Context: an optimization exercise on an open-source flow, tuned for small area. The choices shown serve that exercise and are no tape-out recipe.
RTL that was checked went through simulation tests only; none was proved equivalent to the original.
For runs 2, 3 and 7, only the layout was checked, not whether the RTL still works.
Power and IR drop assume default switching activity.

## flow/run.sh

```bash
#!/bin/bash
# synth_recipe.tcl (not shown) runs the flow's synth.tcl, then flattens the netlist and writes it again
# the make line also repeats each setting of config.mk as NAME=value (left out here)
make -C /OpenROAD-flow-scripts/flow DESIGN_CONFIG=/design/flow/config.mk WORK_HOME=/design/flow/orfs CLKGATE_MAP_FILE= SYNTH_SCRIPT=/design/flow/synth_recipe.tcl finish
```

## flow/config.mk

```make
export PLATFORM = sky130hd
export DESIGN_NAME = u2v2_framer
export DESIGN_NICKNAME = u2v2_framer
export VERILOG_FILES = /design/flow/design.v
export SDC_FILE = /design/flow/constraint.sdc
export NUM_CORES = 4
export LEC_CHECK = 0
export CAP_MARGIN = 20
export CORE_MARGIN = 2
export CORE_UTILIZATION = 40
export PLACE_DENSITY = 0.6
export SLEW_MARGIN = 20
```

## flow/constraint.sdc

```tcl
create_clock -name core_clock -period 10.0 [get_ports {clk}]
set_input_delay 2.0000 -clock core_clock [delete_from_list [all_inputs] [get_ports {clk}]]
set_output_delay 2.0000 -clock core_clock [all_outputs]
set_load 0.01 [all_outputs]
```

## flow/design.v

```verilog
module u2v2_packet_decoder (
    input  wire [111:0] frame,
    output wire         valid,
    output wire [63:0]  payload
);
    localparam [7:0] START     = 8'h02;
    localparam [7:0] END_MARK  = 8'h03;
    localparam [7:0] KEY_CONST = 8'h26;
    wire [7:0] b [0:13];
    genvar g;
    generate
        for (g = 0; g < 14; g = g + 1) begin : g_bytes
            assign b[g] = frame[111 - 8*g -: 8];
        end
    endgenerate
    wire [11:0] sum = b[1] + b[2] + b[3] + b[4] + b[5]
                    + b[6] + b[7] + b[8] + b[9] + b[10];
    wire [15:0] cksum = {b[11], b[12]};
    wire start_ok = (b[0] == START);
    wire end_ok   = (b[13] == END_MARK);
    wire sum_ok   = ({4'd0, sum} == cksum);
    assign valid = start_ok & end_ok & sum_ok;
    wire [7:0] key = b[1] ^ KEY_CONST;
    wire [63:0] decoded = {b[3] ^ key, b[4] ^ key, b[5] ^ key, b[6]  ^ key,
                           b[7] ^ key, b[8] ^ key, b[9] ^ key, b[10] ^ key};
    assign payload = valid ? decoded : 64'd0;
endmodule
module u2v2_framer (
    input  wire        clk,
    input  wire        rst,           
    input  wire        rd_req,
    input  wire        rd_cancel,
    output wire        busy,
    output wire        out_valid,
    output wire [63:0] out_payload,
    output wire        in_ready,
    input  wire        in_valid,
    input  wire [7:0]  in_data
);
    localparam [1:0] ST_IDLE      = 2'b00;
    localparam [1:0] ST_FILLING   = 2'b01;
    localparam [1:0] ST_RESYNCING = 2'b10;
    localparam [1:0] ST_DECODING  = 2'b11;
    localparam [7:0] START    = 8'h02;
    localparam [3:0] FRAME_LEN = 4'd14;
    reg [1:0] st_q;
    reg [3:0] len_q;
    reg [7:0] buf_q [0:13];    
    wire [111:0] frame;
    genvar g;
    generate
        for (g = 0; g < 14; g = g + 1) begin : g_frame
            assign frame[111 - 8*g -: 8] = buf_q[g];
        end
    endgenerate
    wire        pd_valid;
    wire [63:0] pd_payload;
    u2v2_packet_decoder u_pd (
        .frame   (frame),
        .valid   (pd_valid),
        .payload (pd_payload)
    );
    wire full     = (len_q == FRAME_LEN);
    wire do_ret   = (st_q == ST_DECODING) && full && pd_valid;
    wire [3:0] search_from = (st_q == ST_DECODING) ? 4'd1 : 4'd0;
    reg  [3:0] trim;           
    integer i;
    always @* begin
        trim = len_q;          
        for (i = 13; i >= 0; i = i - 1) begin
            if (i >= search_from && i < len_q && buf_q[i] == START)
                trim = i[3:0];
        end
    end
    reg [7:0] shifted [0:13];
    integer k;
    always @* begin
        for (k = 0; k < 14; k = k + 1) begin
            if (k + trim < 14)
                shifted[k] = buf_q[k + trim];
            else
                shifted[k] = 8'd0;
        end
    end
    integer n;
    always @(posedge clk) begin
        if (rst) begin
            st_q  <= ST_IDLE;
            len_q <= 4'd0;
        end else if (st_q == ST_IDLE) begin
            if (rd_req)
                st_q <= ST_FILLING;
        end else if (do_ret) begin
            len_q <= 4'd0;
            st_q  <= ST_IDLE;
        end else if (rd_cancel) begin
            st_q <= ST_IDLE;
        end else begin
            case (st_q)
                ST_FILLING: begin
                    if (full) begin
                        st_q <= ST_RESYNCING;
                    end else if (in_valid) begin
                        buf_q[len_q] <= in_data;
                        len_q        <= len_q + 4'd1;
                        st_q         <= ST_RESYNCING;
                    end
                end
                ST_RESYNCING: begin
                    for (n = 0; n < 14; n = n + 1)
                        buf_q[n] <= shifted[n];
                    len_q <= len_q - trim;
                    st_q  <= ST_DECODING;
                end
                default: begin  
                    if (!full) begin
                        st_q <= ST_FILLING;
                    end else begin
                        for (n = 0; n < 14; n = n + 1)
                            buf_q[n] <= shifted[n];
                        len_q <= len_q - trim;
                    end
                end
            endcase
        end
    end
    assign busy        = (st_q != ST_IDLE);
    assign out_valid   = do_ret;
    assign out_payload = pd_payload;
    assign in_ready    = (st_q == ST_FILLING) && !full && !rd_cancel;
endmodule
```

==> results of run 1 <==
## how the worst max path moves through the flow
| stage | startpoint | end | slack (ns) | cells past startpoint |
|---|---|---|---|---|
| detailed placement | buf_q[2][1]$_DFFE_PP_ | out_valid | 1.03 | 22 |
| global placement | buf_q[2][1]$_DFFE_PP_ | out_valid | 1.11 | 19 |
| finish | buf_q[2][1]$_DFFE_PP_ | out_valid | 0.27 | 21 |
| global route | buf_q[2][1]$_DFFE_PP_ | out_valid | 0.02 | 22 |
| floorplan | buf_q[2][0]$_DFFE_PP_ | out_payload[0] | 2.37 | 22 |
| CTS | buf_q[2][1]$_DFFE_PP_ | out_valid | 0.52 | 21 |
## layer usage
| metal | global-route usage, % | up-vias |
|---|---|---|
| met5 | 0 | - |
| met4 | 30.4 | 8 |
| met3 | 16.7 | 496 |
| met2 | 59.7 | 1786 |
| met1 | 54.7 | 9041 |
| li1 | - | 7792 |
## per-stage QoR
step | util, % | power [W] | worst slack, ns | cells | cell area (um2)
6_report | 45.6 | 0.00160 | 0.270 | 2687 | 19100
5_1_grt | 45.5 | 0.00162 | 0.0170 | 2685 | 19100
4_1_cts | 45.5 | 0.00157 | 0.524 | 2685 | 19100
3_5_place_dp | 44.1 | 0.000910 | 1.03 | 2653 | 18500
3_3_place_gp | 44.1 | 0.000909 | 1.11 | 2653 | 18500
2_1_floorplan | - | 0.000822 | 2.37 | 2131 | 17100
## state kept, by name, summed over array words and instances, names as in the netlist
| register | count |
|---|---|
| st_q | 2 |
| buf_q | 128 |
| len_q | 4 |
## worst reg2reg max path: cells and delay by family (launching register included)
kind | cells | cell delay, ns
compound gates | 10 | 2.81
xor+xnor | 1 | 0.15
fa+ha+maj | 6 | 2.89
buf+inv | 3 | 0.52
flops | 1 | 0.56
simple gates | 5 | 1.46
## logic make-up after synthesis
kind of cell / Yosys count
flops: 134
mux: 151
fa+ha+maj: 99
xor+xnor: 95
other cells: 1
buf+inv: 304
simple gates: 811
compound gates: 529
## cells in the mapped netlist, drive strengths merged, types with 7 or more instances
cell type,n
a32oi,20
o2111ai,8
and3,20
buf,91
mux2,24
a21o,13
a31o,18
nor2,154
a221o,11
nor2b,7
o311ai,16
a311oi,15
ha,42
o211ai,50
mux2i,115
a221oi,29
nand2b,13
a21oi,100
and2,19
nor4b,14
edfxtp,128
o21a,8
xnor2,62
nor4,25
nand3,123
o31ai,12
o21ai,89
nor3,44
xor2,33
a211oi,25
a211o,19
nand2,342
nand4,19
a31oi,41
clkbuf,107
mux4,12
fa,57
inv,106
a22oi,7
## cell type report
cell class / count / share of cell area (%)
multi-input combinational: 1693 / 62.4
inverter: 106 / 2.10
tap: 539 / 3.53
timing repair buffer: 181 / 8.15
antenna: 2 / 0.0262
clock inverter: 15 / 0.851
clock buffer: 17 / 2.23
sequential: 134 / 20.7
## power groups by stage
| stage | sequential, W | clock, W | combinational (W) |
|---|---|---|---|
| 2_1_floorplan | 0.000636 | 0 | 0.000186 |
| 3_3_place_gp | 0.000642 | 0 | 0.000267 |
| 3_5_place_dp | 0.000642 | 0 | 0.000268 |
| 4_1_cts | 0.000630 | 0.000674 | 0.000270 |
| 5_1_grt | 0.000631 | 0.000696 | 0.000295 |
| 6_report | 0.000631 | 0.000683 | 0.000283 |
==> impl_metrics.csv, run 1 <==
group,metric,value,unit
run_status,status,"no timing/DRC/antenna violations",
power,p_comb_share,17.7,%
clocking,clockBufferDepth,2,
route,drt_iter0_drc,3575,
clocking,cts_resized,0,
floorplan,coreArea,41900,um2
global_route,track_usage,43.1,%
power,p_leak,7.46,nW
floorplan,die_w,210,um
placed_design,gp_congestion,1.10,
clocking,postCtsHoldBufs,0,
clocking,postCtsSetupBuffers,0,
logic_synthesis,synth_fa_ha_area_share,9.78,%
sta,period_needed,9.73,ns
route,met3WireLength,14900,um
power,clkPwrFrac,42.8,%
logic_synthesis,synth_xor_area_share,4.93,%
worst_setup_path,start_kind,"flop",
logic_synthesis,async_flop_share,0,%
route,wl_met2,38100,um
sta,max_slew.worst_pin.slew,1.28,ns
logic_synthesis,synth.top_cell.area_share,22.6,%
logic_synthesis,synth_cell_types,98,
floorplan,row_count,75,
sta,timing.hold.ws,0.544,ns
logic_synthesis,ys_seq_area_share,23.3,%
hold_path,hold_path_class,"reg2reg",
power,power_switching_share,31.0,%
logic_synthesis,ys_ff_latch,134,
floorplan,io_pins,80,
power,p_seq_share,39.5,%
logic_synthesis,yosysTopAreaCell,"edfxtp_1",
logic_synthesis,yosysWarnings,3,
power,switchingPower,0.000495,W
clocking,cts_tree,"yes",
logic_synthesis,synth_mux_area_share,9.93,%
cells_and_area,final_cell_mix,"nand2_1 (340), nor2_1 (153), edfxtp_1 (128), nand3_1 (122), mux2i_1 (115)",
logic_synthesis,synth_top_family_by_area,"compound AO/OA/AOI/OAI gates",
route,route.detailed.drc,0,
worst_setup_path,cp.arrival,7.73,ns
floorplan,dieArea,44200,um2
route,routed.top_layer,"met5",
sta,period_share,97.3,%
clocking,cts_buffers,17,
global_route,antenna_found_initial,5,
worst_setup_path,reg2reg_depth,25,
sta,rsz0062_at_grt,"false",
power,powerDensity,83.5,nW/um2
route,wl_per_cell,36.0,um
sta,slew_headroom,14.6,%
cells_and_area,fillers,4273,
sta,setup_viol_count_final,0,
floorplan,die_h,210,um
worst_setup_path,cp.required,8.00,ns
cells_and_area,seqCellArea,3960,um2
worst_setup_path,end_kind,"output pin",
sta,drv_slew,0,
route,wl_met1,35500,um
worst_setup_path,worstPathCellList,"inv_1, fa_1, nor2b_1, o21ai_0, a21oi_1, o21ai_0, nand2b_1, xnor2_1, fa_1, fa_1, fa_1, fa_1, inv_1, ha_1, or4_1, o22ai_1, xor2_1, nor4_1, nand4b_1, inv_1, clkdlybuf4s50_1",
cells_and_area,nets,2245,
sta,setup_tns,0,ns
route,ant_nets,0,
cells_and_area,multi_input_area,11900,um2
clocking,cts_htree_levels,4,
cells_and_area,drive_gt1_share,10.9,%
logic_synthesis,synth_area_leaders,"edfxtp_1 (23%), nand2_1 (7.5%), mux2i_1 (6.8%), fa_1 (6.7%), nand3_1 (3.6%)",
power,intPower,0.00110,W
clocking,cts_root_buf,"clkbuf_16",
placed_design,dp_hpwl,71000,um
sta,finalHoldViolations,0,
clocking,clk_latency,0.47,ns
worst_setup_path,crit_family,"adder cells",
cells_and_area,final_common_cell,"nand2_1",
hold_path,hold_depth,2,
global_route,grt_pass1_wl,133000,um
route,wl,96900,um
placed_design,io_buffers,79,
worst_setup_path,r2r_setup_slack,1.18,ns
worst_setup_path,cpPeakStageDelay,0.60,ns
route,first_pass_iters,9,
flow_run,maxCapViolCount,0,
route,dr_total_vias,19100,
logic_synthesis,synth_flop_cell,"edfxtp_1",
global_route,gr-total-overflow,0,
logic_synthesis,syn_inst,2124,
route,viasPerCell,7.12,
hold_path,hold_start,"st_q[1]$_SDFFE_PP0P_",
clocking,clock_sink_count,134,
logic_synthesis,synth-edff-count,128,
worst_setup_path,r2r-end,"buf_q[13][2]$_DFFE_PP_",
floorplan,initial_core_util,40.6,%
hold_path,hold-path-endpoint,"st_q[1]$_SDFFE_PP0P_",
worst_setup_path,crit_fanout,6,
worst_setup_path,critical_path.slowest_cell,"nand4b_1",
logic_synthesis,netlist_area,17000,um2
worst_setup_path,crit-reg2reg-launch,"buf_q[2][1]$_DFFE_PP_",
clocking,clk_pin_slew,0.07,ns
global_route,grt_max_degree,85,
power,ir_drop,107,uV
logic_synthesis,syn_area_per_cell,8.02,um2
logic_synthesis,synth-compound-area-share,22.3,%
global_route,first_global_vias,17500,
worst_setup_path,worst-path-buf-inv,4,
worst_setup_path,crit_top_cell,"fa_1",
worst_setup_path,critPathKind,"reg2out",
sta,max_freq,103,MHz
cells_and_area,syn_to_final_growth,12.2,%
sta,finalClockSkew,0.0153,ns
logic_synthesis,synth-simple-area-share,22.2,%
==> inputs of run 2 (changes only) <==
==> flow/design.v (replaced) <==
module u2v2_packet_decoder (
    input  wire [7:0]  head,
    input  wire [7:0]  next,
    input  wire [7:0]  in_data,
    input  wire [11:0] acc,
    input  wire        xor_en,
    output wire        head02,
    output wire        in02,
    output wire        in03,
    output wire        sum_ok,
    output wire [7:0]  tail_rot
);
    localparam [7:0] START     = 8'h02;
    localparam [7:0] END_MARK  = 8'h03;
    localparam [7:0] KEY_CONST = 8'h26;
    assign head02 = (head == START);
    assign in02   = (in_data == START);
    assign in03   = (in_data == END_MARK);
    assign sum_ok = ({head, next} == {4'd0, acc});
    assign tail_rot = head ^ (xor_en ? (acc[7:0] ^ KEY_CONST) : 8'h00);
endmodule
module u2v2_framer (
    input  wire        clk,
    input  wire        rst,           
    input  wire        rd_req,
    input  wire        rd_cancel,
    output wire        busy,
    output wire        out_valid,
    output wire [63:0] out_payload,
    output wire        in_ready,
    input  wire        in_valid,
    input  wire [7:0]  in_data
);
    reg [7:0]  r [0:11];
    reg [3:0]  c;
    reg [3:0]  L;
    reg        due;
    reg        ok;
    reg        busy_q;
    reg [11:0] acc;
    wire aligned = (c == 4'd12);
    wire [7:0] head = r[0];
    wire head02, in02, in03, sum_ok;
    wire [7:0] tail_rot;
    wire xm = due & (L == 4'd15) & (c <= 4'd10) & (c >= 4'd3);
    u2v2_packet_decoder u_pd (
        .head     (head),
        .next     (r[1]),
        .in_data  (in_data),
        .acc      (acc),
        .xor_en   (xm),
        .head02   (head02),
        .in02     (in02),
        .in03     (in03),
        .sum_ok   (sum_ok),
        .tail_rot (tail_rot)
    );
    wire can_take = aligned & ~due & ((L <= 4'd12) | (L == 4'd14));
    assign in_ready  = busy_q & ~rd_cancel & can_take;
    wire take = in_ready & in_valid;
    wire good = (L == 4'd14) & ok & in03;
    wire ins  = take & ~good;
    assign busy      = busy_q;
    assign out_valid = busy_q & due & (L == 4'd0) & aligned;
    assign out_payload = {r[2], r[3], r[4], r[5], r[6], r[7], r[8], r[9]};
    integer i;
    always @(posedge clk) begin
        for (i = 0; i < 11; i = i + 1)
            r[i] <= r[i + 1];
        r[11] <= ins ? in_data : tail_rot;
        acc <= (aligned ? 12'd0 : acc) + {4'd0, due ? 8'd0 : head};
    end
    always @(posedge clk) begin
        if (rst) begin
            busy_q <= 1'b0;
            due    <= 1'b0;
            L      <= 4'd0;
            c      <= 4'd12;
        end else begin
            if (!busy_q)
                busy_q <= rd_req;
            else if (out_valid | rd_cancel)
                busy_q <= 1'b0;
            if (!ins)
                c <= (c == 4'd1) ? 4'd12 : c - 4'd1;
            if (out_valid)
                due <= 1'b0;
            if (take) begin
                if (good) begin
                    due <= 1'b1;
                    L   <= 4'd15;
                end else if (L == 4'd0)
                    L <= in02 ? 4'd1 : 4'd0;
                else if (L == 4'd14)
                    L <= head02 ? 4'd13 : 4'd15;
                else
                    L <= L + 4'd1;
            end else if (!due) begin
                if (L == 4'd15) begin
                    if (head02)
                        L <= c;
                    else if (c == 4'd1)
                        L <= 4'd0;
                end else if (L[3:1] == 3'b110 && c == 4'd2) begin
                    L  <= 4'd14;
                    ok <= sum_ok;
                end
            end else if (L == 4'd15 && c == 4'd1) begin
                L <= 4'd0;
            end
        end
    end
endmodule
==> run 2 against run 1 <==
Via count fell by 85%. Clock skew fell by 0.0061 ns. Synthesized area fell by 77%. Setup slack improved by 4.4 ns. Utilization rose by 11 points. Highest routed layer is now met4. Still clean. Largest cell class is now flip-flops and latches.
==> impl_metrics.csv, run 2 <==
group,metric,value,unit
clocking,clk_pin_slew,0.05,ns
power,power_switching_share,25.3,%
sta,finalClockSkew,0.00921,ns
logic_synthesis,netlist_area,3960,um2
power,p_comb_share,14.9,%
worst_setup_path,worst-path-buf-inv,2,
worst_setup_path,worstPathCellList,"clkdlybuf4s50_1, nor2_1, and4bb_2, clkdlybuf4s50_1",
sta,max_freq,188,MHz
hold_path,hold_start,"r[11][4]$_DFF_P_",
power,ir_drop,154,uV
worst_setup_path,end_kind,"output pin",
power,p_seq_share,41.9,%
logic_synthesis,synth_area_leaders,"dfxtp_1 (60%), ha_1 (4.7%), xor2_1 (3.8%), a21oi_1 (2.5%), nor2_1 (2.4%)",
worst_setup_path,crit_cells,4,
worst_setup_path,cp.required,8.00,ns
logic_synthesis,ys_ff_latch,119,
logic_synthesis,syn_inst,353,
floorplan,initial_core_util,40.8,%
sta,period_needed,5.32,ns
logic_synthesis,synth-edff-count,1,
worst_setup_path,critPathKind,"in2out",
global_route,gr-total-overflow,0,
route,ant_nets,0,
worst_setup_path,crit-reg2reg-launch,"c[0]$_SDFFE_PP0N_",
sta,fin_ws,4.68,ns
cells_and_area,final_common_cell,"dfxtp_1",
floorplan,row_count,36,
cells_and_area,nets,470,
logic_synthesis,yosysTopAreaCell,"dfxtp_1",
floorplan,coreArea,9680,um2
cells_and_area,num_antenna_cells,0,
logic_synthesis,syn_area_per_cell,11.2,um2
route,viasPerCell,4.81,
worst_setup_path,crit_top_cell,"clkdlybuf4s50_1",
sta,period_share,53.2,%
clocking,cts_buffers,17,
sta,setup_viol_count_final,0,
sta,max_slew.worst_pin.slew,1.05,ns
logic_synthesis,synth_cell_types,55,
sta,setup_tns,0,ns
route,dr_total_vias,2822,
cells_and_area,drive_gt1_share,9.03,%
hold_path,hold_path_class,"reg2reg",
global_route,track_usage,16.9,%
clocking,cts_resized,0,
route,drt_iter0_drc,97,
power,p_leak,2.19,nW
worst_setup_path,r2r_setup_slack,6.91,ns
clocking,cts_htree_levels,4,
placed_design,dp_hpwl,5850,um
floorplan,dieArea,10700,um2
placed_design,gp_congestion,0.814,
clocking,postCtsHoldBufs,0,
logic_synthesis,async_flop_share,0,%
route,wl,8440,um
sta,finalHoldViolations,0,
run_status,status,"no timing/DRC/antenna violations",
global_route,antenna_found_initial,0,
route,route.detailed.drc,0,
floorplan,die_w,103,um
route,first_pass_iters,4,
sta,rsz0062_at_grt,"false",
sta,timing.hold.ws,0.324,ns
power,powerDensity,252,nW/um2
cells_and_area,final_cell_mix,"dfxtp_1 (118), clkdlybuf4s50_1 (79), nor2_1 (25), a21oi_1 (20), xor2_1 (17)",
clocking,clk_latency,0.51,ns
sta,slew_headroom,29.3,%
worst_setup_path,crit_family,"buffers and inverters",
logic_synthesis,synth_flop_cell,"dfxtp_1",
logic_synthesis,synth_most_common_cell,"dfxtp_1",
worst_setup_path,cp.arrival,3.32,ns
placed_design,io_buffers,79,
worst_setup_path,crit_fanout,3,
worst_setup_path,cpPeakStageDelay,0.53,ns
clocking,postCtsSetupBuffers,0,
cells_and_area,reg.largest.list,"r (96), acc (12)",
cells_and_area,regMostFlops,"r",
cells_and_area,syn_to_final_growth,38.0,%
sta,drv_slew,0,
worst_setup_path,start_kind,"input pin",
flow_run,maxCapViolCount,0,
hold_path,hold_depth,0,
power,clkPwrFrac,43.2,%
worst_setup_path,reg2reg_depth,7,
floorplan,io_pins,80,
logic_synthesis,yosysWarnings,3,
clocking,clock_sink_count,119,
clocking,cts_root_buf,"clkbuf_8",
power,switchingPower,0.000348,W
clocking,clockBufferDepth,2,
placed_design,dp_slack,4.70,ns
worst_setup_path,critical_path.slowest_cell,"clkdlybuf4s50_1",
power,intPower,0.00103,W
worst_setup_path,crit_start,"rd_cancel",
floorplan,die_h,103,um
cells_and_area,utilization,56.4,%
logic_synthesis,synth.top_cell.area_share,59.7,%
clocking,cts_tree,"yes",
cells_and_area,largest_register_ffs,96,
global_route,first_global_vias,2725,
global_route,grt_max_degree,21,
global_route,grt_pass1_wl,13400,um
route,wl_per_cell,14.4,um
logic_synthesis,ys_seq_area_share,60.5,%
logic_synthesis,synth_common_cells,"dfxtp_1 (118), nor2_1 (25), a21oi_1 (20), xor2_1 (17), ha_1 (15)",
[run 2: logic make-up (layout without fill, tap and decap cells)]
kind of cell / Yosys count / in the layout / synth area share, %
AO/OA/AOI/OAI: 57 / 57 / 9.55
XOR/XNOR: 27 / 27 / 5.98
adder cells (fa/ha/maj): 16 / 16 / 5.25
buffers and inverters: 22 / 123 / 2.21
flip-flops: 119 / 119 / 60.5
multiplexers: 2 / 2 / 0.506
AND/OR/NAND/NOR: 110 / 110 / 16.0
[run 2: worst paths after layout]
kind	to
hold reg to reg	r[10][4]$_DFF_P_
setup / recovery	in_ready
hold / removal	r[10][4]$_DFF_P_
setup reg to reg	c[2]$_SDFFE_PP1N_
[run 2: per-layer routing]
metal  GRT usage, %  vias up  wire length, um
met1           22.2     1299             4060
met5              0        -                0
met2           23.6       91             3580
met3           7.39       17              611
li1               -     1415                -
met4           8.91        0              191
[run 2: power by group through the flow]
stage | clock network, W | logic [W] | registers, W
final | 0.000594 | 0.000205 | 0.000577
after global routing | 0.000629 | 0.000228 | 0.000585
after CTS | 0.000607 | 0.000207 | 0.000577
after detailed placement | 0 | 0.000204 | 0.000586
after global placement | 0 | 0.000202 | 0.000585
after floorplan | 0 | 0.000120 | 0.000581
[run 2: area by class of cell]
cell class              instances  area (um2)
clock buffers                  20         435
clock inverters                12         149
fillers                       851        4230
inverters                      11        41.3
multi-input cells             212        1480
flip-flops and latches        119        2390
well taps                     133         166
repair buffers                 80         798
[run 2: metrics by stage]
| step | power, W | cells | instance area (um2) |
|---|---|---|---|
| 3_3_place_gp | 0.000787 | 555 | 4870 |
| 6_report | 0.00138 | 587 | 5460 |
| 5_1_grt | 0.00144 | 587 | 5460 |
| 3_5_place_dp | 0.000789 | 555 | 4870 |
| 4_1_cts | 0.00139 | 587 | 5460 |
| 2_1_floorplan | 0.000701 | 353 | 3960 |
==> inputs of run 3 (changes only) <==
==> flow/flow/run.sh (new file) <==
#!/bin/bash
# Standard layout, with single-drive port buffers and a clock tree without
# dummy loads. Each tool's output goes to a log of its own here.
set -euo pipefail
bash standard.sh \
  "BUFFER_PORTS_ARGS=-buffer_cell sky130_fd_sc_hd__buf_1" \
  "CTS_ARGS=-sink_clustering_enable -repair_clock_nets -dont_use_dummy_load -buf_list sky130_fd_sc_hd__clkbuf_4" \
  finish > make_finish.log 2>&1
==> flow/standard.sh (new file) <==
#!/bin/bash
# synth_recipe.tcl (not shown) runs the flow's synth.tcl, then flattens the netlist and writes it again
# the make line also repeats each setting of config.mk as NAME=value (left out here)
make -C /OpenROAD-flow-scripts/flow DESIGN_CONFIG=/design/flow/config.mk WORK_HOME=/design/flow/orfs CLKGATE_MAP_FILE= SYNTH_SCRIPT=/design/flow/synth_recipe.tcl "${@:-finish}"
removed: flow/run.sh
==> run 3 against run 2 <==
Design area is 17% lower. Non-clock buffer count unchanged. Cell count down 2.6%. Sequential power is essentially flat. Flip-flop and latch count unchanged. Hold slack lost 0.017 ns. Register-to-register slack is essentially flat. Clock power decreased by 63%. Utilization shrank 9.8 points. First-iteration DRC count stayed put. Critical endpoint unchanged.
==> impl_metrics.csv, run 3 <==
group,metric,value,unit
clocking,cts_buffers,17,
power,clkPwrFrac,22.7,%
sta,max_freq,218,MHz
worst_setup_path,cp.arrival,2.59,ns
worst_setup_path,end_kind,"output pin",
logic_synthesis,synth_flop_cell,"dfxtp_1",
power,p_seq_share,59.5,%
logic_synthesis,syn_inst,353,
logic_synthesis,synth-edff-count,1,
route,dr_total_vias,2758,
clocking,clk_pin_slew,0.11,ns
route,first_pass_iters,4,
route,wl_per_cell,14.1,um
global_route,grt_max_degree,21,
cells_and_area,fin_cells,572,
hold_path,hold_path_class,"reg2reg",
global_route,antenna_found_initial,0,
logic_synthesis,synth_most_common_cell,"dfxtp_1",
clocking,cts_tree,"yes",
worst_setup_path,cp.required,8.00,ns
floorplan,die_w,103,um
route,wl,8040,um
clocking,postCtsHoldBufs,0,
clocking,clock_sink_count,119,
floorplan,coreArea,9680,um2
power,intPower,0.000686,W
global_route,grt.met3_usage,7.26,%
worst_setup_path,worstPathCellList,"buf_1, nor2_1, and4bb_2, buf_1",
power,p_leak,1.80,nW
worst_setup_path,cpPeakStageDelay,0.24,ns
global_route,grt_pass1_wl,12600,um
clocking,cts_htree_levels,4,
power,switchingPower,0.000279,W
worst_setup_path,start_kind,"input pin",
logic_synthesis,synth_cell_types,55,
power,ir_drop,127,uV
clocking,clockBufferDepth,2,
worst_setup_path,critPathKind,"in2out",
cells_and_area,drive_gt1_share,6.38,%
worst_setup_path,critical_path.slowest_cell,"and4bb_2",
logic_synthesis,synth_common_cells,"dfxtp_1 (118), nor2_1 (25), a21oi_1 (20), xor2_1 (17), ha_1 (15)",
power,p_comb_share,17.8,%
placed_design,io_buffers,79,
logic_synthesis,netlist_area,3960,um2
global_route,first_global_vias,2586,
global_route,track_usage,15.8,%
logic_synthesis,synth.top_cell.area_share,59.7,%
global_route,gr-usage-met2,22.0,%
power,powerDensity,214,nW/um2
logic_synthesis,async_flop_share,0,%
sta,period_needed,4.59,ns
placed_design,dp_hpwl,5670,um
logic_synthesis,syn_area_per_cell,11.2,um2
sta,setup_tns,0,ns
logic_synthesis,yosysWarnings,3,
placed_design,place_inst,555,
worst_setup_path,worst-path-buf-inv,2,
logic_synthesis,ys_ff_latch,119,
placed_design,dpl_cell_area,4380,um2
logic_synthesis,synth_area_leaders,"dfxtp_1 (60%), ha_1 (4.7%), xor2_1 (3.8%), a21oi_1 (2.5%), nor2_1 (2.4%)",
power,total_power,0.000965,W
worst_setup_path,crit_top_cell,"buf_1",
route,drt_iter0_drc,97,
floorplan,io_pins,80,
global_route,top_usage_layer,"met2",
cells_and_area,num_antenna_cells,0,
clocking,cts_resized,0,
cells_and_area,regMostFlops,"r",
clocking,postCtsSetupBuffers,0,
sta,rsz0062_at_grt,"false",
power,power_switching_share,28.9,%
worst_setup_path,crit_family,"simple AND/OR/NAND/NOR gates",
flow_run,maxCapViolCount,0,
run_status,status,"no timing/DRC/antenna violations",
placed_design,gp_congestion,0.857,
cells_and_area,syn_to_final_growth,14.0,%
cells_and_area,final_common_cell,"dfxtp_1",
sta,period_share,45.9,%
sta,max_slew.worst_pin.slew,1.00,ns
cells_and_area,final_cell_mix,"dfxtp_1 (118), buf_1 (79), nor2_1 (25), a21oi_1 (20)",
cells_and_area,post-route-cell-area,4510,um2
cells_and_area,nets,470,
route,ant_nets,0,
logic_synthesis,ys_seq_area_share,60.5,%
logic_synthesis,yosysTopAreaCell,"dfxtp_1",
worst_setup_path,crit_fanout,3,
clocking,cts_root_buf,"clkbuf_4",
cells_and_area,largest_register_ffs,96,
sta,drv_slew,0,
floorplan,row_count,36,
route,route.detailed.drc,0,
route,viasPerCell,4.82,
floorplan,die_h,103,um
global_route,gr-total-overflow,0,
sta,slew_headroom,32.2,%
sta,setup_viol_count_final,0,
global_route,met1_usage,21.8,%
sta,finalHoldViolations,0,
cells_and_area,reg.largest.list,"r (96), acc (12)",
sta,finalClockSkew,0.0376,ns
clocking,clk_latency,0.49,ns
floorplan,dieArea,10700,um2
floorplan,initial_core_util,40.8,%
-- run 3: cell counts after synthesis --
No cell type changed its count.
-- run 3: through the flow --
stage | hold WS, ns | setup WS (ns) | utilization [%]
floorplan | 0.310 | 5.64 | -
global placement | 0.314 | 5.43 | 45.2
detailed placement | 0.312 | 5.40 | 45.2
CTS | 0.305 | 5.40 | 46.5
global route | 0.298 | 5.32 | 46.5
finish | 0.307 | 5.41 | 46.5
-- run 3: power groups by stage --
stage          Sequential (W)  Clock, W  Combinational [W]
2_1_floorplan        0.000581         0           0.000120
3_3_place_gp         0.000584         0           0.000169
3_5_place_dp         0.000585         0           0.000171
4_1_cts              0.000575  0.000231           0.000173
5_1_grt              0.000583  0.000251           0.000194
6_report             0.000574  0.000219           0.000172
-- run 3: routing by layer --
layer,routed length (um),vias up
met5,0,-
li1,-,1394
met3,520,9
met1,3950,1267
met2,3450,88
met4,117,0
-- run 3: path summary, 6_finish.rpt --
path / startpoint / end / slack [ns] / cells past startpoint
setup / recovery: rd_cancel / in_ready / 5.41 / 4
hold / removal: r[10][7]$_DFF_P_ / r[9][7]$_DFF_P_ / 0.31 / 0
setup reg to reg: c[0]$_SDFFE_PP0N_ / c[2]$_SDFFE_PP1N_ / 6.90 / 7
hold reg to reg: r[10][7]$_DFF_P_ / r[9][7]$_DFF_P_ / 0.31 / 0
-- run 3: worst register-to-register path, cell delays in order (launching register included) --
cell     delay (ns)
dfxtp_1        0.37
inv_1          0.15
ha_1           0.25
nand3_4        0.22
nor4b_2        0.72
nand2_1        0.62
a221o_1        0.50
a21o_1         0.15
-- run 3: cells by family after synthesis --
logic type	share of synthesized area, %
AO/OA/AOI/OAI	9.55
XOR/XNOR	5.98
adder cells (fa/ha/maj)	5.25
buffers and inverters	2.21
flip-flops	60.5
multiplexers	0.506
AND/OR/NAND/NOR	16.0
-- run 3: final cells by class --
cell class              instances  area, um2
clock buffers                  17        128
inverters                      11       41.3
fillers                       972       5180
repair buffers                 80        304
well taps                     133        166
multi-input cells             212       1480
flip-flops and latches        119       2390
==> inputs of run 4 (changes only) <==
--- a/flow/design.v
+++ b/flow/design.v
@@ -1,13 +1,17 @@
 module u2v2_packet_decoder (
     input  wire [7:0]  head,
-    input  wire [7:0]  next,
+    input  wire [7:0]  ck_hi,
+    input  wire [7:0]  ck_lo,
     input  wire [7:0]  in_data,
     input  wire [11:0] acc,
+    input  wire        clr,
+    input  wire        add_en,
     input  wire        xor_en,
     output wire        head02,
     output wire        in02,
     output wire        in03,
     output wire        sum_ok,
+    output wire [11:0] acc_nx,
     output wire [7:0]  tail_rot
 );
     localparam [7:0] START     = 8'h02;
@@ -16,8 +20,24 @@
     assign head02 = (head == START);
     assign in02   = (in_data == START);
     assign in03   = (in_data == END_MARK);
-    assign sum_ok = ({head, next} == {4'd0, acc});
+    assign sum_ok = ({ck_hi, ck_lo} == {4'd0, acc});
     assign tail_rot = head ^ (xor_en ? (acc[7:0] ^ KEY_CONST) : 8'h00);
+    wire [11:0] a = clr ? 12'd0 : acc;
+    wire [7:0]  b = add_en ? head : 8'd0;
+    wire [12:0] cy;
+    assign cy[0] = 1'b0;
+    genvar g;
+    generate
+        for (g = 0; g < 12; g = g + 1) begin : g_add
+            if (g < 8) begin : g_fa
+                assign acc_nx[g] = a[g] ^ b[g] ^ cy[g];
+                assign cy[g+1]   = (a[g] & b[g]) | (cy[g] & (a[g] ^ b[g]));
+            end else begin : g_ha
+                assign acc_nx[g] = a[g] ^ cy[g];
+                assign cy[g+1]   = a[g] & cy[g];
+            end
+        end
+    endgenerate
 endmodule
 module u2v2_framer (
     input  wire        clk,
@@ -35,30 +55,35 @@
     reg [3:0]  c;
     reg [3:0]  L;
     reg        due;
-    reg        ok;
     reg        busy_q;
     reg [11:0] acc;
     wire aligned = (c == 4'd12);
     wire [7:0] head = r[0];
+    wire add_en = ~due & (c > 4'd2);
+    wire xm = due & (L == 4'd15) & (c <= 4'd10) & (c >= 4'd3);
     wire head02, in02, in03, sum_ok;
-    wire [7:0] tail_rot;
-    wire xm = due & (L == 4'd15) & (c <= 4'd10) & (c >= 4'd3);
+    wire [7:0]  tail_rot;
+    wire [11:0] acc_nx;
     u2v2_packet_decoder u_pd (
         .head     (head),
-        .next     (r[1]),
+        .ck_hi    (r[10]),
+        .ck_lo    (r[11]),
         .in_data  (in_data),
         .acc      (acc),
+        .clr      (aligned),
+        .add_en   (add_en),
         .xor_en   (xm),
         .head02   (head02),
         .in02     (in02),
         .in03     (in03),
         .sum_ok   (sum_ok),
+        .acc_nx   (acc_nx),
         .tail_rot (tail_rot)
     );
     wire can_take = aligned & ~due & ((L <= 4'd12) | (L == 4'd14));
     assign in_ready  = busy_q & ~rd_cancel & can_take;
     wire take = in_ready & in_valid;
-    wire good = (L == 4'd14) & ok & in03;
+    wire good = (L == 4'd14) & sum_ok & in03;
     wire ins  = take & ~good;
     assign busy      = busy_q;
     assign out_valid = busy_q & due & (L == 4'd0) & aligned;
@@ -68,7 +93,7 @@
         for (i = 0; i < 11; i = i + 1)
             r[i] <= r[i + 1];
         r[11] <= ins ? in_data : tail_rot;
-        acc <= (aligned ? 12'd0 : acc) + {4'd0, due ? 8'd0 : head};
+        acc <= acc_nx;
     end
     always @(posedge clk) begin
         if (rst) begin
@@ -101,10 +126,8 @@
                         L <= c;
                     else if (c == 4'd1)
                         L <= 4'd0;
-                end else if (L[3:1] == 3'b110 && c == 4'd2) begin
-                    L  <= 4'd14;
-                    ok <= sum_ok;
-                end
+                end else if (L == 4'd13 && c == 4'd1)
+                    L <= 4'd14;
             end else if (L == 4'd15 && c == 4'd1) begin
                 L <= 4'd0;
             end
==> run 4 against run 3 <==
Die area down 4.6%. First-iteration DRC count down 7.2%. Synthesized cell count is 17% lower. Combinational power decreased by 55%. Flip-flop and latch count shrank 1. Critical path depth is 12 higher. Synthesized area is 4.8% lower. Total power shrank 16%. Design area fell by 4.4%. Fmax fell by 11%.
==> impl_metrics.csv, run 4 <==
group,metric,value,unit
logic_synthesis,async_flop_share,0,%
power,p_leak,1.68,nW
sta,fin_ws,4.84,ns
placed_design,dp_slack,4.83,ns
worst_setup_path,cp.required,10.36,ns
sta,slew_headroom,45.4,%
worst_setup_path,worstPathCellList,"inv_1, ha_1, nand3_1, and2_1, ha_1, fa_1, fa_1, fa_1, fa_1, fa_1, fa_1, fa_1, ha_1, ha_1, ha_1, xnor2_1",
logic_synthesis,syn_area_per_cell,12.9,um2
route,wl_per_cell,14.2,um
logic_synthesis,yosysWarnings,3,
worst_setup_path,reg2reg_depth,16,
sta,rsz0062_at_grt,"false",
route,viasPerCell,4.83,
logic_synthesis,netlist_area,3770,um2
placed_design,place_inst,476,
sta,period_needed,5.16,ns
clocking,cts_buffers,17,
power,intPower,0.000609,W
power,switchingPower,0.000198,W
hold_path,hold_path_class,"reg2reg",
cells_and_area,nets,416,
cells_and_area,regMostFlops,"r",
worst_setup_path,crit_fanout,14,
flow_run,maxCapViolCount,0,
logic_synthesis,synth_common_cells,"dfxtp_1 (118), xnor2_1 (21), and2_1 (19), ha_1 (12)",
clocking,cts_tree,"yes",
clocking,clockBufferDepth,2,
floorplan,io_pins,80,
power,powerDensity,187,nW/um2
sta,period_share,51.6,%
logic_synthesis,synth_flop_cell,"dfxtp_1",
route,dr_total_vias,2382,
floorplan,die_w,101,um
clocking,clk_latency,0.47,ns
worst_setup_path,r2r_setup_slack,4.84,ns
route,wl,7000,um
placed_design,io_buffers,79,
clocking,clk_pin_slew,0.08,ns
cells_and_area,drive_gt1_share,9.16,%
logic_synthesis,syn_inst,293,
logic_synthesis,ys_ff_latch,118,
logic_synthesis,synth_most_common_cell,"dfxtp_1",
worst_setup_path,crit-reg2reg-launch,"c[1]$_SDFFE_PP0N_",
clocking,cts_root_buf,"clkbuf_4",
logic_synthesis,yosysTopAreaCell,"dfxtp_1",
worst_setup_path,crit_top_cell,"fa_1",
sta,setup_tns,0,ns
worst_setup_path,cpPeakStageDelay,0.39,ns
clocking,cts_resized,0,
floorplan,dieArea,10200,um2
clocking,postCtsHoldBufs,0,
power,clkPwrFrac,26.0,%
route,ant_nets,0,
cells_and_area,final_cell_mix,"dfxtp_1 (118), buf_1 (79), xnor2_1 (21), and2_1 (19), clkbuf_4 (17)",
floorplan,die_h,101,um
worst_setup_path,crit_start,"c[1]$_SDFFE_PP0N_",
sta,setup_viol_count_final,0,
global_route,gr-total-overflow,0,
sta,drv_slew,0,
global_route,antenna_found_initial,0,
sta,max_slew.worst_pin.slew,0.819,ns
worst_setup_path,endpoint,"acc[11]$_DFF_P_",
worst_setup_path,end_kind,"flop",
worst_setup_path,critical_path.slowest_cell,"fa_1",
logic_synthesis,synth_cell_types,53,
worst_setup_path,critPathKind,"reg2reg",
power,power_switching_share,24.5,%
cells_and_area,fin_cells,493,
placed_design,dpl_cell_area,4170,um2
route,first_pass_iters,4,
logic_synthesis,synth.top_cell.area_share,62.7,%
placed_design,dp_hpwl,5040,um
global_route,track_usage,15.2,%
global_route,grt_max_degree,17,
cells_and_area,post-route-cell-area,4310,um2
cells_and_area,fillers,881,
route,route.detailed.drc,0,
sta,finalHoldViolations,0,
floorplan,coreArea,9200,um2
cells_and_area,largest_register_ffs,96,
floorplan,row_count,35,
route,drt_iter0_drc,90,
power,p_seq_share,64.5,%
clocking,clock_sink_count,118,
global_route,first_global_vias,2316,
worst_setup_path,start_kind,"flop",
global_route,grt_pass1_wl,11400,um
logic_synthesis,ys_seq_area_share,62.7,%
clocking,postCtsSetupBuffers,0,
cells_and_area,final_common_cell,"dfxtp_1",
sta,finalClockSkew,0.0163,ns
worst_setup_path,r2r-end,"acc[11]$_DFF_P_",
sta,max_freq,194,MHz
cells_and_area,num_antenna_cells,0,
power,p_comb_share,9.5,%
floorplan,initial_core_util,41.0,%
worst_setup_path,cp.arrival,5.52,ns
clocking,cts_htree_levels,4,
cells_and_area,reg.largest.list,"r (96), acc (12)",
cells_and_area,syn_to_final_growth,14.5,%
power,ir_drop,130,uV
placed_design,gp_congestion,0.879,
logic_synthesis,synth-edff-count,0,
run_status,status,"no timing/DRC/antenna violations",
logic_synthesis,synth_area_leaders,"dfxtp_1 (63%), xnor2_1 (4.9%), ha_1 (4.0%), fa_1 (3.7%), and2_1 (3.2%)",
-- run 4: changes by cell type after synthesis, sizes merged, moves of 4 or more --
cell    before  now
a21oi       20    6
a31oi        7    1
and2        10   19
clkbuf       8    3
fa           1    7
mux2         0   10
nand3       15    5
nor2        25   10
nor2b        9    1
o21ai        6    2
xnor2       10   21
xor2        17    0
-- run 4: metal layers --
layer	part of all wire (%)	GRT usage, %	vias to the layer above
met5	0	0	-
met4	1.7	6.86	0
met3	6.4	7.14	12
met2	44	22.9	83
met1	48	18.6	1116
li1	-	-	1171
-- run 4: power groups by stage --
stage	Combinational (W)	Clock (W)	Sequential (W)
2_1_floorplan	0.0000491	0	0.000531
3_3_place_gp	0.0000764	0	0.000531
3_5_place_dp	0.0000765	0	0.000531
4_1_cts	0.0000771	0.000222	0.000521
5_1_grt	0.0000856	0.000243	0.000525
6_report	0.0000766	0.000210	0.000520
-- run 4: how the worst min path moves through the flow --
stage / start / cells past startpoint / end / slack (ns)
floorplan: r[1][0]$_DFF_P_ / 0 / r[0][0]$_DFF_P_ / 0.31
global placement: r[1][4]$_DFF_P_ / 0 / r[0][4]$_DFF_P_ / 0.31
detailed placement: r[1][3]$_DFF_P_ / 0 / r[0][3]$_DFF_P_ / 0.31
CTS: r[1][6]$_DFF_P_ / 0 / r[0][6]$_DFF_P_ / 0.33
global route: r[1][4]$_DFF_P_ / 0 / r[0][4]$_DFF_P_ / 0.34
finish: r[1][0]$_DFF_P_ / 0 / r[0][0]$_DFF_P_ / 0.33
-- run 4: cell type report --
class / count / area [um2] / area share [%]
sequential: 118 / 2360 / 54.8
tap: 111 / 139 / 3.22
clock buffer: 17 / 128 / 2.96
timing repair buffer: 79 / 297 / 6.88
inverter: 9 / 33.8 / 0.784
multi-input combinational: 159 / 1350 / 31.3
-- run 4: stage by stage --
stage,hold slack (ns),util (%),total power (W)
global placement,0.312,45.3,0.000607
detailed placement,0.312,45.3,0.000608
finish,0.329,46.9,0.000807
global route,0.340,46.9,0.000854
floorplan,0.310,-,0.000580
CTS,0.332,46.7,0.000820
-- run 4: worst max-delay path: cells and delay by family (launching register included) --
kind,cells,cell delay (ns)
XOR/XNOR,1,0.12
AND/OR/NAND/NOR,2,0.69
flip-flops,1,0.38
adder cells (fa/ha/maj),12,3.69
buffers and inverters,1,0.15
-- run 4: cell families (layout without fill, tap and decap cells) --
logic type	Yosys count	after routing	synth area share, %
adder cells (fa/ha/maj)	19	19	7.71
flip-flops	118	118	62.7
multiplexers	12	12	4.22
XOR/XNOR	21	21	4.88
AND/OR/NAND/NOR	82	82	13.6
AO/OA/AOI/OAI	25	25	5.05
buffers and inverters	16	105	1.86
==> inputs of run 5 (changes only) <==
==> flow/flow/run.sh (replaced) <==
#!/bin/bash
# Standard layout, with single-drive port buffers, a clock tree without
# dummy loads and power (size) recovery after global routing.
set -euo pipefail
bash standard.sh \
  "BUFFER_PORTS_ARGS=-buffer_cell sky130_fd_sc_hd__buf_1" \
  "CTS_ARGS=-sink_clustering_enable -repair_clock_nets -dont_use_dummy_load -buf_list sky130_fd_sc_hd__clkbuf_4" \
  "RECOVER_POWER=100" \
  finish > make_finish.log 2>&1
==> run 5 against run 4 <==
Still clean on timing, DRC and antenna. Sequential power about the same. Synthesized cell count unchanged. Total power decreased by 0.63%. Largest cell class unchanged. Highest routed layer unchanged. Largest power group unchanged.
==> impl_metrics.csv, run 5 <==
group,metric,value,unit
run_status,status,"no timing/DRC/antenna violations",
worst_setup_path,crit_top_cell,"fa_1",
placed_design,gp_congestion,0.879,
logic_synthesis,async_flop_share,0,%
global_route,track_usage,15.2,%
floorplan,io_pins,80,
global_route,first_global_vias,2316,
logic_synthesis,synth.top_cell.area_share,62.7,%
cells_and_area,final_common_cell,"dfxtp_1",
cells_and_area,regMostFlops,"r",
logic_synthesis,synth_most_common_cell,"dfxtp_1",
clocking,clockBufferDepth,2,
sta,setup_viol_count_final,0,
worst_setup_path,crit_fanout,14,
power,powerDensity,188,nW/um2
clocking,cts_buffers,17,
floorplan,die_h,101,um
route,route.detailed.drc,0,
power,total_power,0.000802,W
logic_synthesis,synth-edff-count,0,
clocking,cts_htree_levels,4,
global_route,gr-total-overflow,0,
sta,period_needed,5.14,ns
cells_and_area,largest_register_ffs,96,
global_route,grt_pass1_wl,11400,um
floorplan,dieArea,10200,um2
logic_synthesis,synth_common_cells,"dfxtp_1 (118), xnor2_1 (21), and2_1 (19), ha_1 (12)",
floorplan,initial_core_util,41.0,%
worst_setup_path,reg2reg_depth,16,
clocking,postCtsSetupBuffers,0,
global_route,grt_max_degree,17,
cells_and_area,final_cell_mix,"dfxtp_1 (118), buf_1 (77), xnor2_1 (21), and2_1 (17), clkbuf_4 (17)",
hold_path,hold_start,"r[1][0]$_DFF_P_",
logic_synthesis,yosysWarnings,3,
route,ant_nets,0,
logic_synthesis,ys_ff_latch,118,
worst_setup_path,cp.required,10.36,ns
route,viasPerCell,4.82,
placed_design,io_buffers,79,
sta,period_share,51.4,%
logic_synthesis,syn_area_per_cell,12.9,um2
logic_synthesis,synth_area_leaders,"dfxtp_1 (63%), xnor2_1 (4.9%), ha_1 (4.0%), fa_1 (3.7%), and2_1 (3.2%)",
sta,setup_tns,0,ns
clocking,postCtsHoldBufs,0,
route,first_pass_iters,4,
route,wl_per_cell,14.1,um
worst_setup_path,critical_path.slowest_cell,"fa_1",
clocking,clock_sink_count,118,
worst_setup_path,critPathKind,"reg2reg",
route,wl,6970,um
placed_design,dp_hpwl,5040,um
sta,drv_slew,0,
power,p_leak,1.67,nW
logic_synthesis,synth_cell_types,53,
logic_synthesis,ys_seq_area_share,62.7,%
logic_synthesis,synth_flop_cell,"dfxtp_1",
route,dr_total_vias,2378,
worst_setup_path,worstPathCellList,"inv_1, ha_1, nand3_1, and2_0, ha_1, fa_1, fa_1, fa_1, fa_1, fa_1, fa_1, fa_1, ha_1, ha_1, ha_1, xnor2_1",
floorplan,row_count,35,
hold_path,hold_path_class,"reg2reg",
clocking,cts_resized,0,
hold_path,hold-path-endpoint,"r[0][0]$_DFF_P_",
clocking,cts_root_buf,"clkbuf_4",
floorplan,die_w,101,um
clocking,clk_pin_slew,0.08,ns
worst_setup_path,cpPeakStageDelay,0.39,ns
worst_setup_path,r2r-end,"acc[11]$_DFF_P_",
cells_and_area,num_antenna_cells,0,
sta,rsz0062_at_grt,"false",
clocking,clk_latency,0.47,ns
logic_synthesis,netlist_area,3770,um2
sta,max_freq,194,MHz
cells_and_area,drive_gt1_share,7.59,%
flow_run,maxCapViolCount,0,
floorplan,coreArea,9200,um2
sta,finalHoldViolations,0,
logic_synthesis,syn_inst,293,
worst_setup_path,end_kind,"flop",
clocking,cts_tree,"yes",
power,ir_drop,130,uV
global_route,antenna_found_initial,0,
worst_setup_path,r2r_setup_slack,4.86,ns
worst_setup_path,crit-reg2reg-launch,"c[1]$_SDFFE_PP0N_",
cells_and_area,nets,416,
cells_and_area,reg.largest.list,"r (96), acc (12)",
route,drt_iter0_drc,97,
sta,slew_headroom,29.6,%
sta,max_slew.worst_pin.slew,1.05,ns
logic_synthesis,yosysTopAreaCell,"dfxtp_1",
cells_and_area,syn_to_final_growth,13.0,%
hold_path,hold_depth,0,
sta,finalClockSkew,0.0162,ns
worst_setup_path,start_kind,"flop",
worst_setup_path,cp.arrival,5.50,ns
run 5: stage by stage:
step	hold WS (ns)	utilization [%]	cell area, um2	setup WS [ns]	instances
finish	0.329	46.3	4260	4.86	493
global route	0.340	46.3	4260	4.57	493
CTS	0.332	46.7	4300	4.82	493
detailed placement	0.312	45.3	4170	4.83	476
global placement	0.312	45.3	4170	5.01	476
floorplan	0.310	-	3770	5.30	293
run 5: worst max-delay path, delay by kind of cell (launching register included):
kind	cells	cell delay (ns)
xor+xnor	1	0.12
fa+ha+maj	12	3.70
buf+inv	1	0.15
flops	1	0.38
simple gates	2	0.68
run 5: power by group:
| part | internal (W) | switching, W | leakage (nW) |
|---|---|---|---|
| Clock | 0.0000777 | 0.000133 | 0.0782 |
| Combinational | 0.0000311 | 0.0000398 | 0.633 |
| Sequential | 0.000499 | 0.0000216 | 0.958 |
| Total | 0.000608 | 0.000194 | 1.67 |
run 5: area by class of cell:
class                           count  area [um2]
Fill cell                         891        4940
Sequential cell                   118        2360
Multi-Input combinational cell    159        1300
Timing Repair Buffer               79         297
Tap cell                          111         139
Clock buffer                       17         128
Inverter                            9        33.8
run 5: kinds of logic (layout without fill, tap and decap cells):
group                      count (synthesis)  after routing  synth area share, %
DFF                                      118            118                 62.7
and+or+nand+nor                           82             82                 13.6
AOI/OAI and AO/OA                         25             25                 5.05
adders and majority gates                 19             19                 7.71
xor gates and xnor gates                  21             21                 4.88
buffers and inverters                     16            105                 1.86
muxes                                     12             12                 4.22
run 5: metal layers:
layer	part of all wire (%)	track usage (%)	vias to the layer above
met5	0	0	-
met1	48	18.6	1111
met2	44	22.9	83
met4	1.6	6.86	0
li1	-	-	1175
met3	6.4	7.14	9
run 5: worst max-delay path by stage:
stage / startpoint / to / slack [ns]
finish: c[1]$_SDFFE_PP0N_ / acc[11]$_DFF_P_ / 4.86
global placement: c[1]$_SDFFE_PP0N_ / acc[11]$_DFF_P_ / 5.01
floorplan: c[0]$_SDFFE_PP0N_ / acc[11]$_DFF_P_ / 5.30
detailed placement: c[1]$_SDFFE_PP0N_ / acc[11]$_DFF_P_ / 4.83
global route: c[1]$_SDFFE_PP0N_ / acc[11]$_DFF_P_ / 4.57
CTS: c[1]$_SDFFE_PP0N_ / acc[11]$_DFF_P_ / 4.82
==> inputs of run 6 (changes only) <==
==> flow/flow/run.sh (replaced) <==
#!/bin/bash
# Standard layout, with single-drive port buffers, a clock tree without
# dummy loads and power (size) recovery after global routing.
set -euo pipefail
bash standard.sh \
  "BUFFER_PORTS_ARGS=-buffer_cell sky130_fd_sc_hd__buf_1" \
  "CTS_ARGS=-sink_clustering_enable -repair_clock_nets -dont_use_dummy_load -buf_list sky130_fd_sc_hd__clkbuf_8 -sink_clustering_size 30 -sink_clustering_max_diameter 200" \
  "RECOVER_POWER=100" \
  finish > make_finish.log 2>&1
==> run 6 against run 5 <==
Via count up 0.93%. Global-route usage up 0.15 points. Count of clock-buffer cells in the layout unchanged. Critical path depth unchanged. Clock skew down 0.0026 ns. Non-clock buffer count unchanged. Synthesized area unchanged. Total power up 11%. Still clean on timing, DRC and antenna. Register-to-register slack about the same. Clock power up about 40%. Sequential share of layout area down 1.4 points. Setup slack worse by 0.0031 ns.
==> impl_metrics.csv, run 6 <==
group,metric,value,unit
run_status,status,"no timing/DRC/antenna violations",
cells_and_area,final_cell_mix,"dfxtp_1 (118), buf_1 (77), xnor2_1 (21), and2_1 (17), clkbuf_8 (17)",
power,ir_drop,122,uV
clocking,postCtsSetupBuffers,0,
logic_synthesis,synth.top_cell.area_share,62.7,%
worst_setup_path,cp.required,10.29,ns
worst_setup_path,crit_cells,16,
clocking,cts_root_buf,"clkbuf_8",
sta,setup_tns,0,ns
sta,finalHoldViolations,0,
clocking,cts_buffers,17,
worst_setup_path,cp.arrival,5.44,ns
sta,setup_viol_count_final,0,
logic_synthesis,async_flop_share,0,%
global_route,grt_pass1_wl,11400,um
logic_synthesis,synth_area_leaders,"dfxtp_1 (63%), xnor2_1 (4.9%), ha_1 (4.0%), fa_1 (3.7%), and2_1 (3.2%)",
route,wl,7050,um
global_route,first_global_vias,2326,
worst_setup_path,crit_top_cell,"fa_1",
logic_synthesis,synth-edff-count,0,
clocking,clockBufferDepth,2,
global_route,track_usage,15.4,%
logic_synthesis,synth_common_cells,"dfxtp_1 (118), xnor2_1 (21), and2_1 (19), ha_1 (12)",
route,dr_total_vias,2400,
worst_setup_path,reg2reg_depth,16,
cells_and_area,nets,416,
floorplan,die_w,101,um
logic_synthesis,synth_most_common_cell,"dfxtp_1",
global_route,grt_max_degree,17,
clocking,cts_htree_levels,4,
cells_and_area,final_common_cell,"dfxtp_1",
clocking,clk_pin_slew,0.06,ns
logic_synthesis,yosysWarnings,3,
floorplan,coreArea,9200,um2
floorplan,initial_core_util,41.0,%
clocking,cts_tree,"yes",
logic_synthesis,yosysTopAreaCell,"dfxtp_1",
sta,max_freq,194,MHz
sta,rsz0062_at_grt,"false",
route,route.detailed.drc,0,
hold_path,hold_path_class,"reg2reg",
sta,max_slew.worst_pin.slew,1.04,ns
route,drt_iter0_drc,109,
clocking,postCtsHoldBufs,0,
cells_and_area,regMostFlops,"r",
floorplan,io_pins,80,
cells_and_area,utilization,47.4,%
clocking,cts_resized,0,
logic_synthesis,netlist_area,3770,um2
floorplan,die_h,101,um
sta,period_share,51.5,%
power,powerDensity,203,nW/um2
route,wl_per_cell,14.3,um
global_route,antenna_found_initial,0,
worst_setup_path,worst-path-buf-inv,1,
cells_and_area,reg.largest.list,"r (96), acc (12)",
hold_path,hold_depth,0,
worst_setup_path,crit_family,"adder cells",
route,viasPerCell,4.87,
logic_synthesis,syn_area_per_cell,12.9,um2
floorplan,row_count,35,
route,first_pass_iters,6,
flow_run,maxCapViolCount,0,
placed_design,io_buffers,79,
placed_design,dp_hpwl,5040,um
worst_setup_path,cpPeakStageDelay,0.39,ns
logic_synthesis,synth_cell_types,53,
sta,finalClockSkew,0.0136,ns
logic_synthesis,ys_ff_latch,118,
global_route,gr-total-overflow,0,
worst_setup_path,worstPathCellList,"inv_1, ha_1, nand3_1, and2_0, ha_1, fa_1, fa_1, fa_1, fa_1, fa_1, fa_1, fa_1, ha_1, ha_1, ha_1, xnor2_1",
worst_setup_path,critical_path.slowest_cell,"fa_1",
worst_setup_path,crit_fanout,14,
cells_and_area,drive_gt1_share,7.59,%
clocking,clk_latency,0.41,ns
logic_synthesis,syn_inst,293,
power,p_leak,1.71,nW
worst_setup_path,end_kind,"flop",
logic_synthesis,synth_flop_cell,"dfxtp_1",
floorplan,dieArea,10200,um2
clocking,clock_sink_count,118,
logic_synthesis,ys_seq_area_share,62.7,%
worst_setup_path,start_kind,"flop",
sta,period_needed,5.15,ns
placed_design,gp_congestion,0.879,
sta,drv_slew,0,
sta,slew_headroom,30.1,%
cells_and_area,syn_to_final_growth,15.8,%
worst_setup_path,critPathKind,"reg2reg",
route,ant_nets,0,
cells_and_area,largest_register_ffs,96,
cells_and_area,num_antenna_cells,0,
[run 6: path summary, 6_finish.rpt]
check | start | end | slack, ns
worst max-delay path | c[1]$_SDFFE_PP0N_ | acc[11]$_DFF_P_ | 4.85
worst min-delay path | r[1][0]$_DFF_P_ | r[0][0]$_DFF_P_ | 0.32
worst max register to register | c[1]$_SDFFE_PP0N_ | acc[11]$_DFF_P_ | 4.85
worst min register to register | r[1][0]$_DFF_P_ | r[0][0]$_DFF_P_ | 0.32
[run 6: cell families after synthesis]
logic type	Yosys count	synth area share, %
multiplexers	12	4.22
XOR/XNOR	21	4.88
adder cells (fa/ha/maj)	19	7.71
AO/OA/AOI/OAI	25	5.05
AND/OR/NAND/NOR	82	13.6
buffers and inverters	16	1.86
flip-flops	118	62.7
[run 6: per-stage QoR]
stage | power, W | hold slack, ns | worst slack [ns] | std cells | cell area, um2
final | 0.000887 | 0.324 | 4.85 | 493 | 4360
after global placement | 0.000607 | 0.312 | 5.01 | 476 | 4170
after floorplan | 0.000580 | 0.310 | 5.30 | 293 | 3770
after global routing | 0.000933 | 0.333 | 4.57 | 493 | 4360
after detailed placement | 0.000608 | 0.312 | 4.83 | 476 | 4170
after CTS | 0.000904 | 0.327 | 4.83 | 493 | 4400
[run 6: layer usage]
metal | vias up | GRT usage, % | wire (um)
met5 | - | 0 | 0
met4 | 0 | 7.17 | 102
met3 | 11 | 7.35 | 479
met2 | 95 | 23.0 | 3140
met1 | 1125 | 18.7 | 3330
li1 | 1169 | - | -
[run 6: area by class of cell]
cell class	instances	area [um2]
fill	870	4830
sequential	118	2360
inverter	9	33.8
multi-input combinational	159	1300
clock buffer	17	234
timing repair buffer	79	297
tap	111	139
[run 6: power by group]
part	total, W	leakage [nW]	internal (W)	switching (W)
clock network	0.000294	0.122	0.000149	0.000145
registers	0.000522	0.958	0.000500	0.0000217
logic	0.0000711	0.633	0.0000311	0.0000400
==> inputs of run 7 (changes only) <==
--- a/flow/design.v
+++ b/flow/design.v
@@ -60,7 +60,7 @@
     wire aligned = (c == 4'd12);
     wire [7:0] head = r[0];
     wire add_en = ~due & (c > 4'd2);
-    wire xm = due & (L == 4'd15) & (c <= 4'd10) & (c >= 4'd3);
+    wire xm = due & L[0];
     wire head02, in02, in03, sum_ok;
     wire [7:0]  tail_rot;
     wire [11:0] acc_nx;
@@ -86,7 +86,7 @@
     wire good = (L == 4'd14) & sum_ok & in03;
     wire ins  = take & ~good;
     assign busy      = busy_q;
-    assign out_valid = busy_q & due & (L == 4'd0) & aligned;
+    assign out_valid = busy_q & due & ~L[0] & aligned;
     assign out_payload = {r[2], r[3], r[4], r[5], r[6], r[7], r[8], r[9]};
     integer i;
     always @(posedge clk) begin
@@ -128,7 +128,7 @@
                         L <= 4'd0;
                 end else if (L == 4'd13 && c == 4'd1)
                     L <= 4'd14;
-            end else if (L == 4'd15 && c == 4'd1) begin
+            end else if (c == 4'd1) begin
                 L <= 4'd0;
             end
         end
==> flow/flow/run.sh (replaced) <==
#!/bin/bash
# Standard layout, with single-drive port buffers, a clock tree without
# dummy loads and power (size) recovery after global routing.
set -euo pipefail
bash standard.sh \
  "BUFFER_PORTS_ARGS=-buffer_cell sky130_fd_sc_hd__buf_1" \
  "CTS_ARGS=-sink_clustering_enable -repair_clock_nets -dont_use_dummy_load -buf_list sky130_fd_sc_hd__clkbuf_4" \
  "RECOVER_POWER=100" \
  finish > make_finish.log 2>&1
==> run 7 against run 6 <==
The layout now fails its checks (capacitance limit, slew limit). Total power decreased by 5.3%. Critical path depth is the same. Die area up 0.89%.
==> impl_metrics.csv, run 7 <==
group,metric,value,unit
cells_and_area,final_common_cell,"dfxtp_1",
logic_synthesis,synth_flop_cell,"dfxtp_1",
logic_synthesis,async_flop_share,0,%
logic_synthesis,netlist_area,3800,um2
sta,finalHoldViolations,0,
worst_setup_path,critPathKind,"reg2reg",
floorplan,die_w,101,um
logic_synthesis,synth_common_cells,"dfxtp_1 (118), and2_1 (19), nor2_1 (15), xor2_1 (14), nand2_1 (12)",
clocking,cts_root_buf,"clkbuf_4",
route,drt_iter0_drc,117,
logic_synthesis,synth.top_cell.area_share,62.1,%
global_route,first_global_vias,2272,
clocking,cts_htree_levels,4,
power,p_leak,1.74,nW
sta,rsz0062_at_grt,"false",
floorplan,initial_core_util,41.1,%
logic_synthesis,syn_inst,295,
cells_and_area,drive_gt1_share,8.36,%
sta,finalClockSkew,0.0417,ns
logic_synthesis,synth_top_family_by_area,"simple AND/OR/NAND/NOR gates",
cells_and_area,post-route-cell-area,4280,um2
clocking,clock_sink_count,118,
clocking,postCtsSetupBuffers,0,
sta,fin_ws,4.93,ns
run_status,status,"finished with violations",
worst_setup_path,start_kind,"flop",
logic_synthesis,synth-simple-area-share,14.3,%
worst_setup_path,crit_fanout,12,
route,wl_per_cell,13.9,um
power,ir_drop,96.6,uV
global_route,antenna_found_initial,0,
power,powerDensity,196,nW/um2
logic_synthesis,yosysTopAreaCell,"dfxtp_1",
clocking,cts_resized,0,
logic_synthesis,ys_seq_area_share,62.1,%
cells_and_area,fillers,871,
logic_synthesis,synth_fa_ha_area_share,7.31,%
logic_synthesis,ys_ff_latch,118,
sta,slew_headroom,-54.1,%
route,ant_nets,0,
route,first_pass_iters,6,
sta,setup_viol_count_final,0,
sta,period_needed,5.07,ns
floorplan,coreArea,9240,um2
global_route,grt_max_degree,17,
floorplan,dieArea,10300,um2
clocking,cts_tree,"yes",
clocking,postCtsHoldBufs,0,
logic_synthesis,yosysWarnings,3,
route,dr_total_vias,2395,
cells_and_area,final_cell_mix,"dfxtp_1 (118), buf_1 (78), and2_1 (17), clkbuf_4 (17), nor2_1 (15)",
worst_setup_path,cp.arrival,5.40,ns
cells_and_area,nets,416,
logic_synthesis,synth_xor_area_share,4.84,%
floorplan,row_count,35,
cells_and_area,reg.largest.list,"r (96), acc (12)",
cells_and_area,num_antenna_cells,0,
cells_and_area,regMostFlops,"r",
cells_and_area,syn_to_final_growth,12.6,%
hold_path,hold_path_class,"reg2reg",
floorplan,die_h,101,um
logic_synthesis,synth-edff-count,0,
logic_synthesis,synth_cell_types,47,
logic_synthesis,synth-compound-area-share,4.64,%
logic_synthesis,synth_mux_area_share,3.88,%
sta,max_freq,197,MHz
global_route,track_usage,14.6,%
sta,setup_tns,0,ns
worst_setup_path,cp.required,10.34,ns
clocking,clk_latency,0.48,ns
placed_design,gp_congestion,0.833,
route,viasPerCell,4.68,
global_route,grt_pass1_wl,11000,um
global_route,gr-total-overflow,0,
placed_design,dp_hpwl,5200,um
clocking,clk_pin_slew,0.10,ns
clocking,cts_buffers,17,
floorplan,io_pins,80,
cells_and_area,largest_register_ffs,96,
placed_design,dpl_cell_area,4170,um2
route,route.detailed.drc,0,
sta,period_share,50.7,%
logic_synthesis,synth_most_common_cell,"dfxtp_1",
route,wl,7130,um
sta,drv_slew,15,
sta,max_slew.worst_pin.slew,2.29,ns
logic_synthesis,syn_area_per_cell,12.9,um2
run_status,check.faults,"capacitance limit, slew limit",
placed_design,io_buffers,79,
flow_run,maxCapViolCount,1,
clocking,clockBufferDepth,2,
placed_design,dp_slack,4.93,ns
logic_synthesis,synth_area_leaders,"dfxtp_1 (62%), fa_1 (3.7%), ha_1 (3.6%), xor2_1 (3.2%), and2_1 (3.1%)",
worst_setup_path,end_kind,"flop",
## run 7: power by group
| group | total, W | switching, W | internal (W) |
|---|---|---|---|
| registers | 0.000538 | 0.0000304 | 0.000508 |
| clock network | 0.000209 | 0.000132 | 0.0000776 |
| logic | 0.0000927 | 0.0000526 | 0.0000401 |
| total | 0.000840 | 0.000215 | 0.000625 |
## run 7: kinds of logic after synthesis
family,Yosys count
flip-flops,118
AND/OR/NAND/NOR,89
AO/OA/AOI/OAI,23
XOR/XNOR,21
adder cells (fa/ha/maj),18
buffers and inverters,13
multiplexers,13
## run 7: cell type report
cell class / count / area [um2] / share of cell area, %
tap: 129 / 161 / 3.77
timing repair buffer: 79 / 297 / 6.93
sequential: 118 / 2360 / 55.2
clock buffer: 17 / 128 / 2.98
multi-input combinational: 164 / 1320 / 30.7
inverter: 5 / 18.8 / 0.438
## run 7: through the flow
step | util, % | cells | hold WS [ns] | power, W
2_1_floorplan | - | 295 | 0.310 | 0.000610
3_3_place_gp | 45.1 | 495 | 0.312 | 0.000641
3_5_place_dp | 45.1 | 495 | 0.312 | 0.000643
4_1_cts | 46.5 | 512 | 0.306 | 0.000855
5_1_grt | 46.3 | 512 | 0.308 | 0.000892
6_report | 46.3 | 512 | 0.311 | 0.000840
## run 7: per-layer routing
layer / global-route usage, % / vias up / wire length (um)
li1: - / 1172 / -
met1: 17.6 / 1147 / 3300
met2: 23.0 / 65 / 3400
met3: 5.59 / 11 / 296
met4: 7.07 / 0 / 129
met5: 0 / - / 0
## run 7: worst max-delay path, cell delays in order, from the launching register on
cell and delay, ns:
dfxtp_1 0.36, inv_1 0.12, ha_1 0.23, nand3_1 0.32
and2_0 0.29, ha_1 0.21, fa_1 0.38, fa_1 0.39
fa_1 0.39, fa_1 0.39, fa_1 0.38, fa_1 0.40
fa_1 0.40, ha_1 0.19, ha_1 0.18, ha_1 0.19
xnor2_1 0.12
## run 7: path summary, 6_finish.rpt
path	startpoint	to	slack, ns	depth (start not counted)
worst min-delay path	r[1][6]$_DFF_P_	r[0][6]$_DFF_P_	0.31	0
worst max register to register	c[0]$_SDFFE_PP0N_	acc[11]$_DFF_P_	4.93	16
worst min register to register	r[1][6]$_DFF_P_	r[0][6]$_DFF_P_	0.31	0
worst max-delay path	c[0]$_SDFFE_PP0N_	acc[11]$_DFF_P_	4.93	16

[what the ideal ports hide]
The results above use ideal ports. As a check the final layouts listed here were re-extracted and re-timed, cells and wires unchanged.
Step 1 assumes that a clkbuf_16 drives the clock port and a buf_2 every other input.
Step 2 times the ports against the registers' clock, not the clock port: input delays grow and output delays shrink by t, the midpoint of the rising clock arrivals with the driver on.
Slacks: ideal / step 1 / step 2; pairs: ideal / step 1.
run | t (ns) | setup slack, ns | clock arrival spread, ns | cell pins on the clock port's net
run 1 | 0.518 | 0.270 / 0.220 / 0.737 | 0.015 / 0.015 | 1
run 2 | 0.536 | 4.682 / 4.654 / 4.654 | 0.009 / 0.010 | 1
run 3 | 0.497 | 5.406 / 5.386 / 5.386 | 0.043 / 0.043 | 1
run 4 | 0.498 | 4.840 / 4.840 / 4.840 | 0.017 / 0.016 | 1
run 5 | 0.496 | 4.857 / 4.857 / 4.857 | 0.017 / 0.016 | 1
run 6 | 0.437 | 4.854 / 4.854 / 4.854 | 0.014 / 0.014 | 1
run 7 | 0.494 | 4.931 / 4.931 / 4.931 | 0.042 / 0.043 | 1
For run 2, which loses most, drivers alone change the setup slack by -0.028 ns; drivers and shift together by -0.028 ns.
